Background: an optimization exercise with open tools, aiming at small area. Do not read the settings as production practice. In this exercise RTL edits were held to simulation tests only and were not proved equivalent to the original. No activity file was given, so power comes from the tool's default toggle rates.

===== flow/config.mk =====
export PLATFORM = sky130hd
export DESIGN_NAME = traccar_fcb
export DESIGN_NICKNAME = traccar_fcb
export VERILOG_FILES = /design/flow/design.v
export SDC_FILE = /design/flow/constraint.sdc
export NUM_CORES = 4
export LEC_CHECK = 0
export CAP_MARGIN = 20
export CORE_MARGIN = 2
export CORE_UTILIZATION = 40
export CTS_CLUSTER_DIAMETER = 100
export CTS_CLUSTER_SIZE = 20
export SLEW_MARGIN = 20

===== flow/constraint.sdc =====
create_clock -name core_clock -period 15.0 [get_ports {clk}]
set_input_delay 3.0000 -clock core_clock [delete_from_list [all_inputs] [get_ports {clk}]]
set_output_delay 3.0000 -clock core_clock [all_outputs]
set_load 0.01 [all_outputs]

===== flow/design.v =====
module traccar_fcb (
    input  wire        clk,
    input  wire        rst,       
    input  wire        bus_en,    
    input  wire        bus_we,    
    input  wire [5:0]  addr,      
    input  wire [31:0] wdata,
    output reg  [31:0] rdata
);
    localparam [2:0] ERR_OK          = 3'd0,
                     ERR_TRUNCATED   = 3'd1,
                     ERR_CODEC       = 3'd2,
                     ERR_UNKNOWN_XFR = 3'd3,
                     ERR_CAPACITY    = 3'd4,
                     ERR_ILLEGAL     = 3'd5,
                     ERR_CLOSED      = 3'd6;
    localparam [3:0] S_IDLE    = 4'd0,
                     S_T_LEAD  = 4'd1,
                     S_T_ID    = 4'd2,
                     S_T_MARK  = 4'd3,
                     S_U_HDR   = 4'd5,
                     S_U_IDLEN = 4'd6,
                     S_U_ID    = 4'd7,
                     S_B_CODEC = 4'd8,
                     S_B_COUNT = 4'd9,
                     S_B_BODY  = 4'd10,
                     S_H_DONE  = 4'd11,
                     S_CLOSED  = 4'd12,
                     S_ERROR   = 4'd13;
    localparam [1:0] K_NONE = 2'd0, K_HANDSHAKE = 2'd1, K_DATA = 2'd2;
    localparam [2:0] T_NONE = 3'd0, T_ID = 3'd1, T_TCP = 3'd2, T_UDP = 3'd3, T_IMG = 3'd4;
    localparam [5:0] A_CMD    = 6'h00, A_STATUS = 6'h01, A_CRCACC = 6'h02,
                     A_CRCVAL = 6'h03, A_PSTAT  = 6'h04, A_PHDR0  = 6'h05,
                     A_PHDR1  = 6'h06, A_PBLK   = 6'h07, A_PPOS   = 6'h08,
                     A_PBOFF  = 6'h09, A_PDLEN  = 6'h0A, A_TID    = 6'h0C,
                     A_OFF    = 6'h0D, A_RSZ    = 6'h0E, A_DECL   = 6'h0F,
                     A_XSTAT  = 6'h10, A_XTID   = 6'h11, A_XDECL  = 6'h12,
                     A_XWOFF  = 6'h13, A_VIN    = 6'h14, A_VCFG   = 6'h15,
                     A_VOUT   = 6'h16, A_TXLEN  = 6'h17;
    function [15:0] crc_step(input [15:0] acc, input [7:0] b);
        reg [7:0] x;
        reg       p;
        begin
            x = acc[7:0] ^ b;
            p = ^x;
            crc_step = {8'h00, acc[15:8]} ^ ({8'h00, x} << 6) ^ ({8'h00, x} << 7) ^
                       {p, p, 13'd0, p};
        end
    endfunction
    reg  [2:0]   st_err;
    reg  [15:0]  crc_acc;
    reg          crc_virt;      
    reg  [3:0]   p_st;
    reg          p_mode;
    reg  [1:0]   p_kind;
    reg          p_ecodec;      
    reg          p_have_codec;
    reg  [15:0]  p_len16;
    reg  [15:0]  p_pktid;
    reg  [7:0]   p_ptype;
    reg  [7:0]   p_locid;
    reg  [15:0]  p_idlen;
    reg  [7:0]   p_codec;
    reg  [7:0]   p_nrec;
    reg  [31:0]  p_pos;
    reg  [31:0]  r_tid;
    reg  [31:0]  r_off;
    reg  [15:0]  r_rsz;
    reg  [31:0]  r_decl;
    reg          x_active;
    reg          x_complete;
    reg  [31:0]  x_tid;
    reg  [31:0]  x_decl_n;      
    reg  [31:0]  x_woff;
    reg  [31:0]  r_vin;
    reg  [23:0]  r_vcfg;
    reg  [2:0]   r_vout;
    reg  [2:0]   t_kind;
    reg  [31:0]  t_tid;
    reg  [31:0]  t_off;
    reg  [15:0]  t_size;        
    reg  [5:0]   rd_addr;
    wire [31:0] w    = wdata;
    wire [7:0]  opb  = w[7:0];
    wire wr     = bus_en & bus_we & ~rst;
    wire wa_cmd = wr & (addr == A_CMD);
    wire c_srst    = (w == 32'h0100_0000);
    wire c_nop     = (w == 32'h0000_0000);
    wire c_crcinit = (w == 32'h1000_0000);
    wire c_crcbyte = (w[31:8] == 24'h11_0000);
    wire c_pstart  = (w[31:1] == 31'h1000_0000);
    wire c_pbyte   = (w[31:8] == 24'h21_0000);
    wire c_pend    = (w == 32'h2200_0000);
    wire c_idack   = (w[31:1] == 31'h1800_0000);
    wire c_tcpack  = (w[31:8] == 24'h31_0000);
    wire c_udpack  = (w[31:16] == 16'h3200);
    wire c_imgreq  = (w == 32'h3300_0000);
    wire c_xinit   = (w == 32'h4000_0000);
    wire c_xchunk  = (w[31:16] == 16'h4100);
    wire c_vcheck  = (w == 32'h5000_0000);
    wire c_legal = c_nop | c_srst | c_crcinit | c_crcbyte | c_pstart | c_pbyte |
                   c_pend | c_idack | c_tcpack | c_udpack | c_imgreq | c_xinit |
                   c_xchunk | c_vcheck;
    wire clr = rst | (wa_cmd & c_srst);
    wire [31:0] wd_g = wdata & {32{~clr}};
    wire wa_tid  = wr & (addr == A_TID);
    wire wa_off  = wr & (addr == A_OFF);
    wire wa_rsz  = wr & (addr == A_RSZ);
    wire wa_decl = wr & (addr == A_DECL);
    wire wa_vin  = wr & (addr == A_VIN);
    wire wa_vcfg = wr & (addr == A_VCFG);
    wire [79:0] img_var = {t_tid, t_off, t_size};
    wire [15:0] cr;
    wire cx80 = img_var[78] ^ img_var[44];
    wire cx81 = img_var[47] ^ img_var[46];
    wire cx82 = img_var[33] ^ img_var[32];
    wire cx83 = img_var[75] ^ img_var[73];
    wire cx84 = img_var[39] ^ img_var[24];
    wire cx85 = img_var[77] ^ img_var[65];
    wire cx86 = img_var[66] ^ img_var[48];
    wire cx87 = img_var[45] ^ img_var[9];
    wire cx88 = img_var[10] ^ cx80;
    wire cx89 = cx85 ^ cx87;
    wire cx90 = img_var[79] ^ img_var[67];
    wire cx91 = img_var[29] ^ cx81;
    wire cx92 = img_var[11] ^ cx90;
    wire cx93 = img_var[68] ^ img_var[64];
    wire cx94 = img_var[12] ^ cx93;
    wire cx95 = img_var[31] ^ cx82;
    wire cx96 = img_var[34] ^ img_var[16];
    wire cx97 = img_var[71] ^ img_var[53];
    wire cx98 = img_var[74] ^ img_var[72];
    wire cx99 = img_var[56] ^ img_var[54];
    wire cx100 = img_var[36] ^ img_var[35];
    wire cx101 = img_var[55] ^ cx83;
    wire cx102 = img_var[38] ^ img_var[37];
    wire cx103 = img_var[59] ^ img_var[41];
    wire cx104 = img_var[22] ^ cx84;
    wire cx105 = img_var[25] ^ img_var[23];
    wire cx106 = img_var[60] ^ img_var[43];
    wire cx107 = img_var[28] ^ cx86;
    wire cx108 = img_var[26] ^ cx89;
    wire cx109 = cx88 ^ cx107;
    wire cx110 = img_var[66] ^ img_var[49];
    wire cx111 = img_var[45] ^ cx92;
    wire cx112 = img_var[50] ^ img_var[30];
    wire cx113 = cx94 ^ cx112;
    wire cx114 = img_var[69] ^ img_var[65];
    wire cx115 = img_var[51] ^ img_var[13];
    wire cx116 = cx91 ^ cx95;
    wire cx117 = cx115 ^ cx116;
    wire cx118 = img_var[70] ^ img_var[52];
    wire cx119 = img_var[14] ^ cx96;
    wire cx120 = img_var[70] ^ cx97;
    wire cx121 = img_var[67] ^ img_var[15];
    wire cx122 = img_var[34] ^ img_var[17];
    wire cx123 = img_var[71] ^ cx98;
    wire cx124 = img_var[68] ^ img_var[0];
    wire cx125 = img_var[18] ^ cx100;
    wire cx126 = cx99 ^ cx123;
    wire cx127 = img_var[69] ^ img_var[57];
    wire cx128 = img_var[56] ^ cx101;
    wire cx129 = img_var[1] ^ cx127;
    wire cx130 = img_var[76] ^ img_var[58];
    wire cx131 = img_var[40] ^ cx130;
    wire cx132 = img_var[20] ^ cx102;
    wire cx133 = img_var[77] ^ img_var[21];
    wire cx134 = img_var[58] ^ cx103;
    wire cx135 = img_var[19] ^ img_var[3];
    wire cx136 = img_var[76] ^ img_var[59];
    wire cx137 = img_var[42] ^ img_var[4];
    wire cx138 = cx104 ^ cx137;
    wire cx139 = img_var[79] ^ cx105;
    wire cx140 = img_var[61] ^ img_var[57];
    wire cx141 = img_var[5] ^ cx140;
    wire cx142 = img_var[64] ^ img_var[25];
    wire cx143 = img_var[62] ^ img_var[6];
    wire cx144 = img_var[8] ^ cx142;
    wire cx145 = img_var[63] ^ img_var[27];
    wire cx146 = img_var[7] ^ cx145;
    assign cr[4] = img_var[72] ^ img_var[47] ^ img_var[30] ^ img_var[13] ^ cx82 ^ cx86 ^ cx114 ^ cx118 ^ cx119;
    assign cr[9] = img_var[39] ^ img_var[36] ^ img_var[2] ^ cx83 ^ cx102 ^ cx120 ^ cx133 ^ cx134 ^ cx135;
    assign cr[8] = img_var[2] ^ cx98 ^ cx118 ^ cx125 ^ cx129 ^ cx131 ^ cx132;
    assign cr[2] = img_var[62] ^ img_var[32] ^ img_var[28] ^ cx81 ^ cx111 ^ cx113;
    assign cr[5] = img_var[73] ^ img_var[35] ^ img_var[14] ^ cx95 ^ cx110 ^ cx120 ^ cx121 ^ cx122;
    assign cr[12] = img_var[74] ^ img_var[26] ^ cx80 ^ cx104 ^ cx131 ^ cx141 ^ cx143 ^ cx144;
    assign cr[1] = img_var[61] ^ img_var[27] ^ cx88 ^ cx91 ^ cx110 ^ cx111;
    assign cr[3] = img_var[63] ^ cx94 ^ cx114 ^ cx117;
    assign cr[15] = img_var[49] ^ img_var[21] ^ img_var[17] ^ img_var[15] ^ img_var[8] ^ img_var[7] ^ img_var[6] ^ img_var[5] ^ img_var[0] ^ cx92 ^ cx97 ^ cx99 ^ cx101 ^ cx103 ^ cx105 ^ cx109 ^ cx113 ^ cx117 ^ cx119 ^ cx135 ^ cx138 ^ cr[8];
    assign cr[11] = img_var[38] ^ img_var[4] ^ cx84 ^ cx106 ^ cx128 ^ cx133 ^ cx139 ^ cx141;
    assign cr[0] = img_var[46] ^ cx106 ^ cx108 ^ cx109 ^ cr[15];
    assign cr[6] = img_var[50] ^ img_var[33] ^ cx96 ^ cx121 ^ cx124 ^ cx125 ^ cx126;
    assign cr[7] = img_var[51] ^ img_var[37] ^ img_var[19] ^ cx100 ^ cx122 ^ cx124 ^ cx128 ^ cx129;
    assign cr[14] = img_var[44] ^ img_var[43] ^ img_var[42] ^ cx89 ^ cx136 ^ cx144 ^ cx146 ^ cr[15];
    assign cr[10] = img_var[78] ^ img_var[60] ^ img_var[3] ^ cx126 ^ cx132 ^ cx136 ^ cx138;
    assign cr[13] = img_var[75] ^ img_var[24] ^ cx108 ^ cx134 ^ cx139 ^ cx143 ^ cx146;
    wire [15:0] img_crc = cr ^ 16'h35B8;
    wire [15:0] crc_cur = crc_virt ? img_crc : crc_acc;
    genvar gi;
    wire [31:0] x_sum;
    wire [16:0] xs_c, xt_c;
    wire [15:0] x_t;
    assign xs_c[0] = 1'b0;
    assign xt_c[0] = 1'b0;
    generate for (gi = 0; gi < 16; gi = gi + 1) begin : g_xl
        assign x_sum[gi]  = x_woff[gi] ^ w[gi] ^ xs_c[gi];
        assign xs_c[gi+1] = (x_woff[gi] & w[gi]) | (x_woff[gi] & xs_c[gi]) | (w[gi] & xs_c[gi]);
        assign x_t[gi]    = x_decl_n[gi] ^ x_sum[gi] ^ xt_c[gi];
        assign xt_c[gi+1] = (x_decl_n[gi] & x_sum[gi]) | (x_decl_n[gi] & xt_c[gi]) | (x_sum[gi] & xt_c[gi]);
    end endgenerate
    wire [16:0] xh_c, xp_c;
    wire [15:0] x_p;
    assign xh_c[0] = xs_c[16];
    assign xp_c[0] = 1'b0;
    generate for (gi = 0; gi < 16; gi = gi + 1) begin : g_xh
        assign x_sum[16+gi] = x_woff[16+gi] ^ xh_c[gi];
        assign xh_c[gi+1]   = x_woff[16+gi] & xh_c[gi];
        assign x_p[gi]      = x_decl_n[16+gi] ^ x_woff[16+gi] ^ xp_c[gi];
        assign xp_c[gi+1]   = (x_decl_n[16+gi] & x_woff[16+gi]) | (x_decl_n[16+gi] & xp_c[gi]) |
                              (x_woff[16+gi] & xp_c[gi]);
    end endgenerate
    wire        x_p_top   = &x_p[15:2];
    wire        x_f0      = x_p_top & (x_p[1:0] == 2'd3);    
    wire        x_f1      = x_p_top & (x_p[1:0] == 2'd2);    
    wire        x_f2      = x_p_top & (x_p[1:0] == 2'd1);    
    wire        x_k0      = ~xs_c[16] & ~xt_c[16];
    wire        x_k2      = xs_c[16] & xt_c[16];
    wire        x_k1      = ~x_k0 & ~x_k2;
    wire        x_known   = x_active & (r_tid == x_tid);
    wire        x_fits    = ~xp_c[16] & (x_k0 | (x_k1 & ~x_f0) | (x_k2 & ~x_f0 & ~x_f1));
    wire        x_hi_zero = ~xp_c[16] & ((x_k0 & x_f0) | (x_k1 & x_f1) | (x_k2 & x_f2));
    wire [15:0] x_left    = ~x_t;                                
    wire        x_done    = x_hi_zero & (x_t == 16'hFFFF);
    wire        x_left_gt = ~x_hi_zero | (|x_left[15:12]) | (x_left[11] & (|x_left[10:0]));
    wire [15:0] x_next_size = x_left_gt ? 16'd2048 : {4'd0, x_left[11:0]};
    wire        d_gt      = (|r_decl[31:12]) | (r_decl[11] & (|r_decl[10:0]));
    wire [15:0] x_init_size = d_gt ? 16'd2048 : {4'd0, r_decl[11:0]};
    wire       v_valid    = r_vin[0];
    wire       v_has_attr = r_vin[1];
    wire       v_gps_pres = r_vin[2];
    wire       v_slp_pres = r_vin[3];
    wire [7:0] v_sats     = r_vin[15:8];
    wire [7:0] v_gps      = r_vin[23:16];
    wire [7:0] v_slp      = r_vin[31:24];
    wire v_corr = ~v_valid & (v_sats == 8'd0) &
                  ((v_gps_pres & (v_gps == r_vcfg[7:0])) |
                   (v_slp_pres & ((v_slp == r_vcfg[15:8]) | (v_slp == r_vcfg[23:16]))));
    wire v_emit = v_valid | v_has_attr | v_gps_pres | v_slp_pres;
    wire st_idle  = (p_st == S_IDLE);
    wire st_tlead = (p_st == S_T_LEAD);
    wire st_tid   = (p_st == S_T_ID);
    wire st_tmark = (p_st == S_T_MARK);
    wire st_uhdr  = (p_st == S_U_HDR);
    wire st_uidln = (p_st == S_U_IDLEN);
    wire st_uid   = (p_st == S_U_ID);
    wire st_bcodc = (p_st == S_B_CODEC);
    wire st_bcnt  = (p_st == S_B_COUNT);
    wire st_bbody = (p_st == S_B_BODY);
    wire st_hdone = (p_st == S_H_DONE);
    wire st_clsd  = (p_st == S_CLOSED);
    wire st_err_s = (p_st == S_ERROR);
    wire p_closed = st_idle | st_clsd | st_err_s;
    wire p_accept = st_bbody | st_hdone;
    wire codec_known = (opb == 8'h07) | (opb == 8'h08) | (opb == 8'h8E) |
                       (opb == 8'h0C) | (opb == 8'h10);
    wire        st_idb   = st_tid | st_uid;
    wire [15:0] p_cn     = {p_nrec, p_codec};
    wire        p_rem_one = (p_cn == 16'd1);
    wire [15:0] p_rem    = st_idb ? p_cn : 16'd0;
    wire [15:0] p_cn_dec;
    wire [16:0] p_cn_bw;
    assign p_cn_bw[0] = 1'b1;
    generate for (gi = 0; gi < 16; gi = gi + 1) begin : g_dec
        assign p_cn_dec[gi]  = p_cn[gi] ^ p_cn_bw[gi];
        assign p_cn_bw[gi+1] = p_cn_bw[gi] & ~p_cn[gi];
    end endgenerate
    wire [3:0]  p_k      = st_uhdr ? {1'b0, p_pos[2:0]} :
                           (st_tlead | st_tmark | st_uidln) ? {3'd0, p_pos[0]} : 4'd0;
    wire [3:0]  p_err    = st_err_s ? (p_ecodec ? 4'd2 : 4'd1) : 4'd0;
    wire        p_have_count = st_bbody | (st_clsd & (p_kind == K_DATA));
    wire [16:0] p_id10;
    wire [16:0] p_id10_c;
    assign p_id10[0]   = p_idlen[0];
    assign p_id10[1]   = ~p_idlen[1];
    assign p_id10_c[2] = p_idlen[1];
    assign p_id10[2]   = p_idlen[2] ^ p_id10_c[2];
    assign p_id10_c[3] = p_idlen[2] & p_id10_c[2];
    assign p_id10[3]   = ~(p_idlen[3] ^ p_id10_c[3]);
    assign p_id10_c[4] = p_idlen[3] | p_id10_c[3];
    generate for (gi = 4; gi < 16; gi = gi + 1) begin : g_b10
        assign p_id10[gi]     = p_idlen[gi] ^ p_id10_c[gi];
        assign p_id10_c[gi+1] = p_idlen[gi] & p_id10_c[gi];
    end endgenerate
    assign p_id10[16] = p_id10_c[16];
    wire [31:0] p_boff   = ~p_have_count ? 32'd0 :
                           p_mode ? {15'd0, p_id10} : 32'd6;
    wire e_crcinit = wa_cmd & c_crcinit;
    wire e_crcbyte = wa_cmd & c_crcbyte;
    wire e_pstart  = wa_cmd & c_pstart;
    wire e_pbyte   = wa_cmd & c_pbyte & ~p_closed;
    wire e_pend    = wa_cmd & c_pend & ~p_closed;
    wire e_ack     = wa_cmd & (c_idack | c_tcpack | c_udpack);
    wire e_img     = wa_cmd & c_imgreq;
    wire e_xinit   = wa_cmd & c_xinit;
    wire e_xchunk  = wa_cmd & c_xchunk & x_known & x_fits;    
    wire e_xbuild  = e_xchunk & ~x_done;                      
    wire e_xdone   = e_xchunk & x_done;
    wire e_vcheck  = wa_cmd & c_vcheck;
    wire e_build   = e_img | e_xinit | e_xbuild;              
    reg [2:0] err_code;
    always @(*) begin
        err_code = ERR_OK;
        if (!c_legal)
            err_code = ERR_ILLEGAL;
        else if ((c_pbyte | c_pend) & p_closed)
            err_code = ERR_CLOSED;
        else if (c_pbyte & st_bcodc & ~codec_known)
            err_code = ERR_CODEC;
        else if (c_pend & ~p_accept)
            err_code = ERR_TRUNCATED;
        else if (c_xchunk & ~x_known)
            err_code = ERR_UNKNOWN_XFR;
        else if (c_xchunk & ~x_fits)
            err_code = ERR_CAPACITY;
    end
    reg [3:0] p_st_nx;
    always @(*) begin
        p_st_nx = p_st;
        case (p_st)
            S_T_LEAD:  if (p_pos[0]) p_st_nx = (p_len16[7:0] != 8'd0 || opb != 8'd0) ? S_T_ID : S_T_MARK;
            S_T_ID:    if (p_rem_one) p_st_nx = S_H_DONE;
            S_T_MARK:  if (p_pos[0]) p_st_nx = S_B_CODEC;
            S_U_HDR:   if (p_pos[2:0] == 3'd5) p_st_nx = S_U_IDLEN;
            S_U_IDLEN: if (p_pos[0]) p_st_nx = (p_idlen[7:0] == 8'd0 && opb == 8'd0) ? S_B_CODEC : S_U_ID;
            S_U_ID:    if (p_rem_one) p_st_nx = S_B_CODEC;
            S_B_CODEC: p_st_nx = codec_known ? S_B_COUNT : S_ERROR;
            S_B_COUNT: p_st_nx = S_B_BODY;
            default:   ;
        endcase
    end
    wire [7:0] opb_g = opb & {8{e_pbyte}};
    always @(posedge clk)
        rd_addr <= addr;
    always @(posedge clk)
        if (wa_cmd | rst)
            st_err <= err_code & {3{~rst}};
    wire crc_hold = ~(clr | e_crcinit | e_crcbyte | e_ack);
    always @(posedge clk)
        crc_acc <= ({16{e_crcbyte}} & crc_step(crc_cur, opb)) | ({16{e_ack}} & crc_cur) |
                   ({16{crc_hold}} & crc_acc);
    always @(posedge clk)
        if (clr | e_crcinit | e_crcbyte | e_ack | e_build)
            crc_virt <= e_build;
    always @(posedge clk)
        if (clr | e_pstart | e_pbyte | e_pend)
            p_st <= ({4{e_pstart}} & (w[0] ? S_U_HDR : S_T_LEAD)) |
                    ({4{e_pbyte}}  & p_st_nx) |
                    ({4{e_pend}}   & (p_accept ? S_CLOSED : S_ERROR));
    always @(posedge clk)
        if (clr | e_pstart)
            p_mode <= e_pstart & w[0];
    always @(posedge clk)
        if (clr | e_pstart | (e_pbyte & st_tlead & p_pos[0]))
            p_kind <= e_pstart ? {w[0], 1'b0} :
                      e_pbyte  ? ((p_len16[7:0] != 8'd0 || opb != 8'd0) ? K_HANDSHAKE : K_DATA) :
                                 K_NONE;
    always @(posedge clk)
        if (clr | e_pstart | (e_pbyte & st_bcodc))
            p_ecodec <= e_pbyte & ~codec_known;
    always @(posedge clk)
        if (clr | e_pstart | (e_pbyte & st_bcodc))
            p_have_codec <= e_pbyte;
    wire ld_len16 = e_pbyte & (st_tlead | (st_uhdr & p_pos[2:1] == 2'd0));
    wire hd_len16 = ~(clr | e_pstart | ld_len16);
    always @(posedge clk)
        p_len16 <= ({p_len16[7:0], opb} & {16{ld_len16}}) | (p_len16 & {16{hd_len16}});
    wire ld_pktid = e_pbyte & st_uhdr & p_pos[2:1] == 2'd1;
    wire hd_pktid = ~(clr | e_pstart | ld_pktid);
    always @(posedge clk)
        p_pktid <= ({p_pktid[7:0], opb} & {16{ld_pktid}}) | (p_pktid & {16{hd_pktid}});
    always @(posedge clk)
        if (clr | e_pstart | (e_pbyte & st_uhdr & p_pos[2:0] == 3'd4))
            p_ptype <= opb_g;
    always @(posedge clk)
        if (clr | e_pstart | (e_pbyte & st_uhdr & p_pos[2:0] == 3'd5))
            p_locid <= opb_g;
    wire ld_idlen = e_pbyte & ((st_tlead & p_pos[0]) | st_uidln);
    wire hd_idlen = ~(clr | e_pstart | ld_idlen);
    always @(posedge clk)
        p_idlen <= ({st_tlead ? p_len16[7:0] : p_idlen[7:0], opb} & {16{ld_idlen}}) |
                   (p_idlen & {16{hd_idlen}});
    wire cn_ld  = e_pbyte & (st_tlead | st_uidln) & p_pos[0];
    wire cn_dec = e_pbyte & st_idb;
    wire [7:0] cn_ld_hi = st_tlead ? p_len16[7:0] : p_idlen[7:0];
    wire hd_codec = ~(clr | e_pstart | (e_pbyte & st_bcodc) | cn_ld | cn_dec | (e_pend & st_idb));
    wire hd_nrec  = ~(clr | e_pstart | (e_pbyte & st_bcnt) | cn_ld | cn_dec | (e_pend & st_idb));
    always @(posedge clk)
        p_codec <= (opb & {8{(e_pbyte & st_bcodc) | cn_ld}}) | (p_cn_dec[7:0] & {8{cn_dec}}) |
                   (p_codec & {8{hd_codec}});
    always @(posedge clk)
        p_nrec <= (opb & {8{e_pbyte & st_bcnt}}) | (cn_ld_hi & {8{cn_ld}}) |
                  (p_cn_dec[15:8] & {8{cn_dec}}) | (p_nrec & {8{hd_nrec}});
    wire [31:0] p_pos_inc;
    wire [32:0] p_pos_c;
    assign p_pos_c[0] = e_pbyte;
    generate for (gi = 0; gi < 32; gi = gi + 1) begin : g_pos
        assign p_pos_inc[gi] = p_pos[gi] ^ p_pos_c[gi];
        assign p_pos_c[gi+1] = p_pos[gi] & p_pos_c[gi];
    end endgenerate
    always @(posedge clk)
        p_pos <= p_pos_inc & {32{~(clr | e_pstart)}};
    always @(posedge clk)
        if (clr | wa_tid)
            r_tid <= wd_g;
    always @(posedge clk)
        if (clr | wa_decl)
            r_decl <= wd_g;
    always @(posedge clk)
        if (clr | wa_vin)
            r_vin <= wd_g & 32'hFFFF_FF0F;
    always @(posedge clk)
        if (clr | wa_vcfg)
            r_vcfg <= wd_g[23:0] | ({24{clr}} & 24'h020103);
    always @(posedge clk)
        if (clr | e_vcheck)
            r_vout <= {3{e_vcheck}} & {v_corr, v_emit, v_valid | v_corr};
    wire        x_valid = x_active | x_complete;
    wire [15:0] rsz_x   = ({16{e_xinit}} & x_init_size) | ({16{e_xbuild}} & x_next_size);
    wire [31:0] off_x   = x_sum & {32{e_xbuild}};
    wire hd_off = ~(clr | wa_off | e_xinit | e_xbuild);
    always @(posedge clk)
        r_off <= (wdata & {32{wa_off}}) | off_x | (r_off & {32{hd_off}});
    wire hd_rsz = ~(clr | wa_rsz | e_xinit | e_xbuild);
    always @(posedge clk)
        r_rsz <= (wdata[15:0] & {16{wa_rsz}}) | rsz_x | (r_rsz & {16{hd_rsz}});
    wire hd_woff = ~(clr | e_xinit | e_xchunk);
    always @(posedge clk)
        x_woff <= (x_sum & {32{e_xchunk}}) | (x_woff & {32{hd_woff}});
    always @(posedge clk)
        if (clr | e_xinit | e_xdone) begin
            x_active   <= e_xinit;
            x_complete <= e_xdone;
        end
    always @(posedge clk)
        if (e_xinit) begin
            x_tid    <= r_tid;
            x_decl_n <= ~r_decl;
        end
    always @(posedge clk)
        if (clr | e_ack | e_build | e_xdone)
            t_kind <= e_build ? T_IMG :
                      ~e_ack  ? T_NONE :
                      c_idack ? T_ID : c_tcpack ? T_TCP : T_UDP;
    always @(posedge clk)
        if (e_build)
            t_tid <= r_tid;
    always @(posedge clk)
        t_off <= (r_off & {32{e_img}}) | off_x | (t_off & {32{~e_build}});
    always @(posedge clk)
        t_size <= (wdata[15:0] & {16{e_ack}}) | (r_rsz & {16{e_img}}) | rsz_x |
                  (t_size & {16{~(e_build | e_ack)}});
    wire tk_id  = (t_kind == T_ID);
    wire tk_tcp = (t_kind == T_TCP);
    wire tk_udp = (t_kind == T_UDP);
    wire tk_img = (t_kind == T_IMG);
    reg [31:0] tx_word;
    always @(*) begin
        tx_word = 32'd0;
        case (rd_addr[2:0])
            3'd0: tx_word = tk_id  ? {7'd0, t_size[0], 24'd0} :
                            tk_tcp ? {24'd0, t_size[7:0]} :
                            tk_udp ? 32'h0005_0000 : 32'd0;
            3'd1: tx_word = tk_udp ? {8'h01, t_size, 8'h00} :
                            tk_img ? 32'h0000_0013 : 32'd0;
            3'd2: tx_word = tk_img ? 32'h0C01_0D00 : 32'd0;
            3'd3: tx_word = tk_img ? 32'h0000_0B02 : 32'd0;
            3'd4: tx_word = tk_img ? t_tid : 32'd0;
            3'd5: tx_word = tk_img ? t_off : 32'd0;
            3'd6: tx_word = tk_img ? {t_size, 16'h0100} : 32'd0;
            3'd7: tx_word = tk_img ? {8'h00, img_crc, 8'h00} : 32'd0;
        endcase
    end
    wire [5:0] tx_len = tk_id ? 6'd1 : tk_tcp ? 6'd4 : tk_udp ? 6'd7 : tk_img ? 6'd31 : 6'd0;
    always @(*) begin
        case (rd_addr)
            A_STATUS: rdata = {29'd0, st_err};
            A_CRCACC: rdata = {16'd0, crc_cur};
            A_CRCVAL: rdata = {16'd0, crc_cur};
            A_PSTAT:  rdata = {p_rem, p_k, p_err, 1'b0, p_kind, p_mode, p_st};
            A_PHDR0:  rdata = {p_pktid, p_len16};
            A_PHDR1:  rdata = {p_idlen, p_locid, p_ptype};
            A_PBLK:   rdata = {14'd0, p_have_count, p_have_codec, p_cn & {16{~st_idb}}};
            A_PPOS:   rdata = p_pos;
            A_PBOFF:  rdata = p_boff;
            A_TID:    rdata = r_tid;
            A_OFF:    rdata = r_off;
            A_RSZ:    rdata = {16'd0, r_rsz};
            A_DECL:   rdata = r_decl;
            A_XSTAT:  rdata = {30'd0, x_complete, x_active};
            A_XTID:   rdata = x_tid & {32{x_valid}};
            A_XDECL:  rdata = ~x_decl_n & {32{x_valid}};
            A_XWOFF:  rdata = x_woff;
            A_VIN:    rdata = r_vin;
            A_VCFG:   rdata = {8'd0, r_vcfg};
            A_VOUT:   rdata = {29'd0, r_vout};
            A_TXLEN:  rdata = {26'd0, tx_len};
            6'h20, 6'h21, 6'h22, 6'h23, 6'h24, 6'h25, 6'h26, 6'h27:
                      rdata = tx_word;
            default:  rdata = 32'd0;
        endcase
    end
endmodule

===== flow/flow/run.sh =====
#!/bin/bash
# Layout flow: the standard flow (standard synthesis, floorplan, power
# grid, placement, CTS, routing) with two changes:
#  - the port buffers that placement inserts on every input and output are
#    sky130_fd_sc_hd__buf_1 cells;
#  - clock tree synthesis clusters up to 20 sinks within 100 um per leaf
#    buffer and inserts no dummy loads.
# The whole flow's output goes to flow_standard.log in this folder; each ORFS
# step also writes its own log under orfs/logs/.
set -euo pipefail
export BUFFER_PORTS_ARGS="-buffer_cell sky130_fd_sc_hd__buf_1"
export CTS_ARGS="-sink_clustering_enable -repair_clock_nets -sink_clustering_size 20 -sink_clustering_max_diameter 100 -dont_use_dummy_load"
bash standard.sh > flow_standard.log 2>&1

===== flow/standard.sh =====
#!/bin/bash
# synth_recipe.tcl (not shown) runs the flow's synth.tcl, then flattens the netlist and writes it again
# the make line also repeats each setting of config.mk as NAME=value (left out here)
make -C /OpenROAD-flow-scripts/flow DESIGN_CONFIG=/design/flow/config.mk WORK_HOME=/design/flow/orfs CLKGATE_MAP_FILE= SYNTH_SCRIPT=/design/flow/synth_recipe.tcl "${@:-finish}"

==> flow_metrics.py, run 1 <==
metrics = {
    "outcome": {
        "status": "finished clean",
    },
    "finish": {
        "area_growth_pct": 8.89,
        "drive_above_1_share": 0.0630,
        "num-nets-final": 2948,
        "design_area_um2": 29100,
        "fillers": 6352,
    },
    "critical_path": {
        "cp_slowest_cell": "fa_1",
        "max_stage_delay_ns": 0.58,
        "reg2regPathDepth": 30,
        "end_kind": "flip-flop",
        "path_common_cell": "fa_1",
        "start_kind": "primary input",
        "ff2ff_setup_slack_ns": 4.50,
        "cp_max_fo": 25,
        "worstPathRequired_ns": 15.59,
        "worstSetupPathType": "primary input to flip-flop",
        "worstPathArrival_ns": 13.37,
        "r2r_start": "x_woff[0]$_DFF_P_",
        "r2r_end": "t_off[18]$_DFF_P_",
    },
    "placed_design": {
        "gp_congestion": 1.04,
        "io_buffer_count": 73,
        "dpl.hpwl_um": 110000,
        "postPlaceCellArea_um2": 28300,
    },
    "power_and_ir_drop": {
        "p_clk_frac": 0.329,
        "internal_power_uw": 1880,
        "p_leak_uw": 0.0109,
        "peakVddDrop_uv": 89.4,
        "comb_power_share": 0.079,
        "switching_share": 0.266,
        "power_frac_seq": 0.592,
        "power_density_nw_per_um2": 87.9,
        "switchingPower_uw": 681,
    },
    "routing": {
        "dr.pass1.iters": 6,
        "via_per_inst": 6.65,
        "antenna_left": 0,
        "via_count": 24256,
        "wl_per_cell_um": 39.1,
        "first_iter_violations": 4531,
        "remaining_drc_errors": 0,
        "drt_wl_total_um": 143000,
    },
    "sta": {
        "grt_setup_unrepaired": "no",
        "maxSlewViolCount": 0,
        "setup_viol": 0,
        "worst_slew_pin_slew_ns": 1.31,
        "period_share": 0.852,
        "skew_ns": 0.0564,
        "hold_viol": 0,
        "fin_crit_ns": 12.78,
        "clock.fmax_ghz": 0.0782,
        "slew_headroom": 0.127,
        "tns_ns": 0,
    },
    "run": {
        "maxCapViolCount": 0,
    },
    "floorplanning": {
        "die_area_um2": 68900,
        "io_pins": 74,
        "initial_core_util": 0.405,
        "row_count": 94,
        "core-area_um2": 66000,
        "fp.dieH_um": 262,
        "die_width_um": 262,
    },
    "cts": {
        "ctsHoldBuffers": 0,
        "cts_inserted_buffers": 31,
        "htreeDepth": 1,
        "post_cts_resized": 0,
        "cts.sinks": 495,
        "path_clk_slew_ns": 0.09,
        "cts_tree": "yes",
        "clk_latency_ns": 0.66,
        "ctsRootBufferMaster": "clkbuf_16",
        "cts_max_path_buffers": 3,
        "cts_setup_buffers": 0,
    },
    "synthesis": {
        "syn_avg_cell_area_um2": 9.73,
        "synth-seq-cells": 495,
        "syn_area_um2": 26700,
        "seq_area_frac_synth": 0.464,
        "syn_inst": 2746,
        "ys.flop_type": "edfxtp_1",
        "yosysWarnings": 1,
        "synthTopCellsByCount": "nand2_1 (388), edfxtp_1 (249), dfxtp_1 (246), xnor2_1 (184), nor2_1 (159)",
        "synthTopCellsByArea": "edfxtp_1 (28%), dfxtp_1 (18%), xnor2_1 (6.0%), nand2_1 (5.4%), ha_1 (3.7%)",
        "yosysTopAreaCell": "edfxtp_1",
        "yosysUniqueCellTypes": 73,
        "ys_async_sr_fraction": 0,
        "synth.most_common_cell": "nand2_1",
        "synth_nets": 2913,
        "synth_edf_count": 249,
        "yosysTopAreaCellShare": 0.280,
    },
    "min_path": {
        "hold_class": "flip-flop to flip-flop",
        "whs_path_depth": 2,
        "whs_endpoint": "p_len16[9]$_DFF_P_",
        "min_from": "p_len16[9]$_DFF_P_",
    },
    "grt": {
        "grt_usage": 0.402,
        "gr-total-overflow": 0,
        "grt_pass1_wl_um": 191000,
        "antenna_found_initial": 8,
        "grt_pass1_vias": 22071,
        "grt_max_degree": 61,
    },
}
-- metrics by stage --
step	utilization	instances	power [uW]	hold slack (ns)	setup slack, ns
2_1_floorplan	-	2746	1610	0.421	1.98
3_3_place_gp	0.429	3611	1730	0.431	1.83
3_5_place_dp	0.429	3611	1730	0.447	1.69
4_1_cts	0.441	3642	2550	0.460	2.35
5_1_grt	0.441	3643	2610	0.472	1.86
6_report	0.441	3647	2560	0.461	2.22
-- flip-flops by register name, summed over array words and instances (netlist names), 28 cells and up --
signal	cells
p_pos	32
x_decl_n	32
x_tid	32
x_woff	32
r_tid	32
r_off	32
r_decl	32
r_vin	28
t_off	32
t_tid	32
-- worst max-delay path, delay by kind of cell --
kind	cells	cell delay, ns
fa+ha+maj	17	7.49
simple gates	7	1.56
buf+inv	4	1.01
mux	1	0.15
compound gates	1	0.13
-- worst max path at each step --
stage | cells past startpoint | from | endpoint | slack (ns)
after floorplan | 30 | wdata[1] | t_kind[0]$_SDFFCE_PP0P_ | 1.98
after global placement | 31 | wdata[1] | r_off[31]$_DFF_P_ | 1.83
after detailed placement | 30 | wdata[1] | t_off[19]$_DFF_P_ | 1.69
after CTS | 30 | wdata[1] | t_off[31]$_DFF_P_ | 2.35
after global routing | 30 | wdata[1] | t_off[30]$_DFF_P_ | 1.86
final | 30 | wdata[1] | t_off[18]$_DFF_P_ | 2.22
-- final cells by class --
class / count / area [um2] / share of cell area
well taps: 864 / 1080 / 0.0371
inverters: 149 / 559 / 0.0192
flip-flops and latches: 495 / 12400 / 0.426
multi-input cells: 1948 / 13400 / 0.460
diodes: 4 / 10.0 / 0.000344
repair buffers: 156 / 895 / 0.0307
clock buffers: 31 / 776 / 0.0267
-- metal layers --
metal	routed length, um	vias up	track usage
met3	19400	315	0.124
met1	56700	12115	0.554
li1	-	9935	-
met4	9040	6	0.213
met5	50	-	0
met2	57500	1885	0.564
-- power groups by stage --
stage | clock, uW | sequential [uW] | combinational, uW
global route | 886 | 1510 | 207
floorplan | 0 | 1500 | 105
CTS | 845 | 1510 | 194
detailed placement | 0 | 1540 | 193
global placement | 0 | 1540 | 194
finish | 841 | 1520 | 201
-- layout by cell type (no fill, tap or decap), drive strengths merged, types with 7 or more instances in the layout --
| cell type | n |
|---|---|
| nor4 | 38 |
| a221oi | 46 |
| a22o | 46 |
| nor3 | 34 |
| edfxtp | 249 |
| mux2 | 11 |
| nand3 | 150 |
| nand2 | 388 |
| mux2i | 40 |
| o211ai | 27 |
| nand4 | 45 |
| nor2b | 14 |
| xnor3 | 19 |
| dfxtp | 246 |
| and3 | 19 |
| o22ai | 14 |
| a21oi | 129 |
| ha | 80 |
| a222oi | 31 |
| o21ai | 144 |
| and2 | 51 |
| xnor2 | 185 |
| xor2 | 35 |
| a211oi | 7 |
| a22oi | 82 |
| nor2 | 159 |
| buf | 156 |
| inv | 147 |
| fa | 45 |
| nand2b | 12 |
| clkbuf | 31 |
-- cell families (layout without fill, tap and decap cells) --
family,Yosys count,after routing,share of synthesized area
compound gates,585,585,0.147
xor+xnor,242,242,0.0912
fa+ha+maj,125,125,0.0712
buf+inv,303,336,0.0426
flops,495,495,0.464
mux,51,51,0.0201
other cells,0,4,0
simple gates,945,945,0.164
==> run 2: changes to the inputs <==
--- a/flow/config.mk
+++ b/flow/config.mk
@@ -7,7 +7,8 @@
 export LEC_CHECK = 0
 export CAP_MARGIN = 20
 export CORE_MARGIN = 2
-export CORE_UTILIZATION = 40
+export CORE_UTILIZATION = 55
 export CTS_CLUSTER_DIAMETER = 100
 export CTS_CLUSTER_SIZE = 20
+export PLACE_DENSITY = 0.65
 export SLEW_MARGIN = 20
==> run 2 against run 1 <==
First-iteration DRC count increased by 9.7%. Combinational power is 2% lower. Wire length decreased by 10%.
==> flow_metrics.py, run 2 <==
metrics = {
    "min_path": {
        "whs_path_depth": 1,
        "hold_class": "flip-flop to flip-flop",
    },
    "grt": {
        "antenna_found_initial": 16,
        "grt_max_degree": 69,
        "grt_pass1_vias": 22585,
        "grt_usage": 0.503,
        "gr-total-overflow": 0,
        "grt_pass1_wl_um": 175000,
    },
    "power_and_ir_drop": {
        "peakVddDrop_uv": 128,
        "p_leak_uw": 0.0108,
        "power_density_nw_per_um2": 87.8,
    },
    "synthesis": {
        "syn_inst": 2746,
        "synth.most_common_cell": "nand2_1",
        "ys_async_sr_fraction": 0,
        "yosysWarnings": 1,
        "syn_area_um2": 26700,
        "yosysTopAreaCellShare": 0.280,
        "synth_nets": 2913,
        "yosysUniqueCellTypes": 73,
        "synth_edf_count": 249,
        "seq_area_frac_synth": 0.464,
        "ys.flop_type": "edfxtp_1",
        "synth-seq-cells": 495,
        "yosysTopAreaCell": "edfxtp_1",
        "synthTopCellsByArea": "edfxtp_1 (28%), dfxtp_1 (18%), xnor2_1 (6.0%), nand2_1 (5.4%), ha_1 (3.7%)",
        "syn_avg_cell_area_um2": 9.73,
        "synthTopCellsByCount": "nand2_1 (388), edfxtp_1 (249), dfxtp_1 (246), xnor2_1 (184), nor2_1 (159)",
    },
    "placed_design": {
        "pre_cts_slack_ns": 1.31,
        "postPlaceCellArea_um2": 27900,
        "dpl.hpwl_um": 97800,
        "gp_congestion": 1.13,
        "io_buffer_count": 73,
    },
    "sta": {
        "grt_setup_unrepaired": "no",
        "maxSlewViolCount": 0,
        "fin_crit_ns": 13.39,
        "worst_slew_pin_slew_ns": 1.33,
        "tns_ns": 0,
        "slew_headroom": 0.111,
        "setup_viol": 0,
        "hold_viol": 0,
        "worst_slack_ns": 1.61,
        "whs_ns": 0.466,
        "skew_ns": 0.0720,
        "clock.fmax_ghz": 0.0747,
        "period_share": 0.893,
    },
    "cts": {
        "htreeDepth": 1,
        "path_clk_slew_ns": 0.10,
        "cts_setup_buffers": 0,
        "cts_tree": "yes",
        "cts.sinks": 495,
        "ctsRootBufferMaster": "clkbuf_16",
        "ctsHoldBuffers": 0,
        "post_cts_resized": 0,
        "cts_max_path_buffers": 3,
        "clk_latency_ns": 0.64,
        "cts_inserted_buffers": 29,
    },
    "floorplanning": {
        "row_count": 80,
        "fp.dieH_um": 224,
        "die_width_um": 224,
        "die_area_um2": 50400,
        "initial_core_util": 0.559,
        "core-area_um2": 47800,
        "io_pins": 74,
    },
    "critical_path": {
        "end_kind": "flip-flop",
        "worstPathRequired_ns": 15.55,
        "max_stage_delay_ns": 0.95,
        "worstSetupPathType": "primary input to flip-flop",
        "reg2regPathDepth": 30,
        "path_common_cell": "fa_1",
        "cp_slowest_cell": "nor3_2",
        "worstPathArrival_ns": 13.94,
        "start_kind": "primary input",
        "cp_max_fo": 21,
    },
    "routing": {
        "first_iter_violations": 4969,
        "antenna_left": 0,
        "via_per_inst": 7.40,
        "remaining_drc_errors": 0,
        "wl_per_cell_um": 37.9,
        "dr.pass1.iters": 8,
        "drt_wl_total_um": 128000,
        "via_count": 25013,
    },
    "run": {
        "maxCapViolCount": 0,
    },
    "outcome": {
        "status": "finished clean",
    },
    "finish": {
        "design_area_um2": 28700,
        "area_growth_pct": 7.21,
        "num-nets-final": 2931,
        "final_cell_mix": "nand2_1 (386), edfxtp_1 (249), dfxtp_1 (245)",
        "drive_above_1_share": 0.0576,
        "layout_commonest_cell": "nand2_1",
    },
}
[run 2: metrics by stage]
step,power (uW),instances,util
3_5_place_dp,1720,3346,0.583
5_1_grt,2550,3377,0.599
3_3_place_gp,1720,3346,0.583
6_report,2520,3382,0.599
4_1_cts,2480,3375,0.598
2_1_floorplan,1610,2746,-
[run 2: path summary, 6_finish.rpt]
path,startpoint,end,slack (ns)
max,wdata[1],t_off[29]$_DFF_P_,1.61
min reg2reg,crc_acc[1]$_DFF_P_,crc_acc[1]$_DFF_P_,0.47
min,crc_acc[1]$_DFF_P_,crc_acc[1]$_DFF_P_,0.47
max reg2reg,x_woff[0]$_DFF_P_,t_off[29]$_DFF_P_,4.10
[run 2: where the power goes]
group / total, uW / internal [uW] / switching, uW
clock network: 802 / 342 / 460
registers: 1520 / 1460 / 61.5
logic: 197 / 56.3 / 140
[run 2: layout make-up]
type / count / area (um2)
Multi-Input combinational cell: 1948 / 13400
Clock buffer: 29 / 726
Inverter: 149 / 559
Tap cell: 615 / 769
Fill cell: 4115 / 19200
Antenna cell: 5 / 12.5
Sequential cell: 495 / 12400
Timing Repair Buffer: 141 / 782
[run 2: metal layers]
layer / global-route usage / vias to the layer above / wire, um
li1: - / 9902 / -
met1: 0.648 / 12025 / 44100
met2: 0.677 / 2535 / 49400
met3: 0.220 / 537 / 23200
met4: 0.337 / 14 / 11300
met5: 0.0156 / - / 132
[run 2: cell families (layout without fill, tap and decap cells)]
| logic type | Yosys count | after routing | share of synthesized area |
|---|---|---|---|
| buffers and inverters | 303 | 319 | 0.0426 |
| AO/OA/AOI/OAI | 585 | 585 | 0.147 |
| flip-flops | 495 | 495 | 0.464 |
| XOR/XNOR | 242 | 242 | 0.0912 |
| AND/OR/NAND/NOR | 945 | 945 | 0.164 |
| adder cells (fa/ha/maj) | 125 | 125 | 0.0712 |
| other | 0 | 5 | 0 |
| multiplexers | 51 | 51 | 0.0201 |
[run 2: critical path, delay by kind of cell]
family          cells  cell delay, ns
buf+inv             5            1.09
simple gates        7            2.03
fa+ha+maj          17            7.44
compound gates      1            0.15
mux                 1            0.15

[separate check: timing with driven ports]
In the flow no input, the clock included, has a driving cell. The finished layouts below were timed again as built, in two steps. Step 1 assumes that a clkbuf_16 drives the clock port and a buf_2 every other input. Step 2 moves the port delays by t, midway between the first and last clock arrival at a register: inputs arrive t later, outputs are due t later. That takes back most of the time a late clock gives input paths. Slacks: ideal ports / drivers / drivers and shift; pairs: ideal ports / drivers.
| run | shift t [ns] | slack for setup (ns) | latest minus earliest clock arrival (ns) |
|---|---|---|---|
| run 1 | 0.694 | 2.219 / 2.248 / 1.554 | 0.058 / 0.058 |
| run 2 | 0.665 | 1.608 / 1.639 / 0.974 | 0.072 / 0.072 |
After both steps setup and hold are still met in every run listed. For run 1, which loses most, drivers alone change the setup slack by +0.029 ns; drivers and shift together by -0.665 ns.
